What follows belongs to an exercise in optimizing a design on an open flow for a short achievable clock period and few clock cycles; a production flow would make more cautious choices.
The RTL was checked by simulation tests, not by an equivalence proof against the original design.

job 3386:
## crc32_engine
module crc32_engine (
    input  wire        clk,
    input  wire        rst,
    input  wire        cmd_valid,
    output wire        cmd_ready,
    input  wire [7:0]  cmd,
    input  wire [31:0] din,
    output wire [31:0] dout,
    output wire        err
);
Size: about 1300 cells after synthesis, roughly 77 I/O pins, roughly 0.012 sq mm of cells after synthesis.
clock: 6.0 ns
lec_check: 0
abc_clock_period_in_ps: 1000
cap_margin: 20
core_margin: 2
core_utilization: 40
setup_slack_margin: 4.6
slew_margin: 20
tns_end_percent: 100
standard.sh (not shown) runs the stock make flow with config.mk's settings and CLKGATE_MAP_FILE= SYNTH_SCRIPT=/design/flow/synth_recipe.tcl, a recipe that flattens the netlist after the stock synthesis.
==> flow/flow/run.sh <==
#!/bin/bash
# Standard layout (the standard.sh, which runs the standard synthesis
# script), with more slow cells kept out of synthesis and repair: three-input
# XORs, high-stack OR/NOR/AND-OR cells and the like. Registers are untouched
# (flip-flops are mapped before ABC and none of them is in the list).
set -euo pipefail
PL=$(cat flow/platform_dont_use.txt)
EXTRA=$(cat flow/extra_dont_use.txt)
bash standard.sh "DONT_USE_CELLS=$PL $EXTRA" finish > standard.log 2>&1
Other scripts of this flow, unchanged in this note and not shown: flow/flow/extra_dont_use.txt, flow/flow/platform_dont_use.txt
Testbench counts of job 3386, summed over its fixed seeds: cycles 6,042.
What job 452 does differently from job 3386 at the input level:
- CTS_CLUSTER_SIZE now 30, previously not set
- SETUP_SLACK_MARGIN now 4.3, was 4.6
- CTS_CLUSTER_DIAMETER now 60, previously not set
==> comparison <==
Job 452 did not stop at any stage, and its layout met the timing, DRC and antenna checks. Measured against job 3386, the wire length of job 452 comes out at 1.10 times the reference value. Compared with job 3386, job 452 ends up with more cell area. Taking job 3386 as the reference point, the final critical-path share of the clock period of job 452 rises by 1.8 points. Job 452: routed via count 5.9% above job 3386.
Changes in job 1867 relative to job 452:
- CTS_CLUSTER_SIZE removed (was 30)
- CTS_CLUSTER_DIAMETER removed (was 60)
- SETUP_SLACK_MARGIN changed from 4.3 to 5.0
==> results.txt <==
For job 452 and job 1867, there was not a single run that failed to finish clean. Compared with job 452, job 1867 shows critical path buffer and inverter count lower by 2. In the flow results for job 452 and job 1867, the met1 track utilization from global routing is larger on job 452. Delta (job 1867 minus job 452): flop and latch count out of synthesis has remained practically unchanged; cell count decreased by about 2.7% relative to the old numbers. Between job 452 and job 1867, the shortest clock period the worst path allows after layout is higher for job 452. Net count of the finished layout was lower in job 1867 than in job 452. For job 1867, the cell with the largest stage delay on the worst path was xnor2_1, unlike job 452, where it was a22o_1. Total track usage: job 1867 vs job 452 down 2.6 points.
The inputs of job 9138 differ from those of job 1867 as listed below.
- SETUP_SLACK_MARGIN now 4.3, was 5.0
- CORE_UTILIZATION now 50, was 40
Findings:
The final design instance area without fill of job 9138 was superior to that of job 1867. Against job 1867 as the reference, job 9138 delivers a higher global-route wire length before repair. Going from job 1867 to job 9138, share of the final layout cell area in sequential cells about even; width of the chip fell about 10%. The actual slew at the worst max-slew pin of job 9138 is higher than that of job 1867. Re clock skew: job 9138 is 0.0048 ns up on job 1867.

* * *

Another version of the RTL of crc32_engine (not shown whole).
Size: roughly 1400 cells after synthesis, about 210 flip-flops, ~77 I/O pins, roughly 0.014 mm^2 of cells after synthesis.
export LEC_CHECK = 0
export ABC_CLOCK_PERIOD_IN_PS = 1000
export CAP_MARGIN = 20
export CORE_MARGIN = 2
export CORE_UTILIZATION = 40
export CTS_BUF_LIST = sky130_fd_sc_hd__clkbuf_8
export SETUP_SLACK_MARGIN = 5.0
export SLEW_MARGIN = 20
export TNS_END_PERCENT = 100
create_clock -name core_clock -period 6.0 [get_ports {clk}]
Scripts as last shown in full above: flow/flow/run.sh
Other scripts of this flow, unchanged in this note and not shown: flow/flow/extra_dont_use.txt, flow/flow/platform_dont_use.txt
The first run produced a clean layout.
Testbench counts at the start, summed over its fixed seeds: cycles 6,042.
==> next run, changes <==
ABC_CLOCK_PERIOD_IN_PS = 1500   (was 1000)
CTS_BUF_LIST = default   (was sky130_fd_sc_hd__clkbuf_8)
Result:
- The new run finished clean
- synthesized area stays the same
- worst setup slack got worse by 3.6 ps
- register-to-register slack is worse by 20 ps
==> next run, changes <==
ABC_CLOCK_PERIOD_IN_PS = 1000   (was 1500)
CORE_UTILIZATION = 35   (was 40)
SETUP_SLACK_MARGIN = 4.6   (was 5.0)
After rerunning: Count of clock-buffer cells in the layout went up by 7; die area went up by 14%; first-iteration DRC count went up by about 7.5%; synthesized area is unchanged; flip-flop and latch count does not change; routed wire length went up by 5.6%; synthesized cell count does not change.
==> next run, changes <==
CORE_UTILIZATION = 40   (was 35)
Result:
- The changed run went through all stages and came out clean
- flip-flop and latch count stays the same
- design area is lower by 0.99%
- die area drops by 12%

re-timing with driven ports:
Ports are ideal in the flow. The routed layouts listed here were re-timed in OpenROAD. Step 1, drivers: a clkbuf_16 drives clk and a buf_2 each remaining input, both assumed. Step 2 times the ports against the registers' clock, not the clock port: input delays grow and output delays shrink by t, the midpoint of the rising clock arrivals with the driver on. a / b / c = no drivers / after step 1 / after step 2; a / b = the first two.
| run | t, ns | setup WS [ns] | worst data-port slew with drivers (ns) | cell pins on the clock port's net |
|---|---|---|---|---|
| job 3386 | 0.512 | 3.682 / 3.701 / 3.189 | 0.05 | 1 |
| job 452 | 0.505 | 3.573 / 3.589 / 3.084 | 0.06 | 1 |
| job 1867 | 0.499 | 3.668 / 3.668 / 3.232 | 0.06 | 1 |
| job 9138 | 0.475 | 2.955 / 2.955 / 2.955 | 0.08 | 1 |
| the first run of note 2 | 0.607 | 3.759 / 3.725 / 3.136 | 0.08 | 1 |
| the second run of note 2 | 0.581 | 3.756 / 3.734 / 3.195 | 0.08 | 1 |
| the third run of note 2 | 0.594 | 3.628 / 3.628 / 3.049 | 0.10 | 1 |
| the fourth run of note 2 | 0.601 | 3.705 / 3.705 / 3.118 | 0.09 | 1 |
After both steps every run listed still meets setup and hold. For the first run of note 2, which loses most, drivers alone change the setup slack by -0.034 ns; drivers and shift together by -0.623 ns.
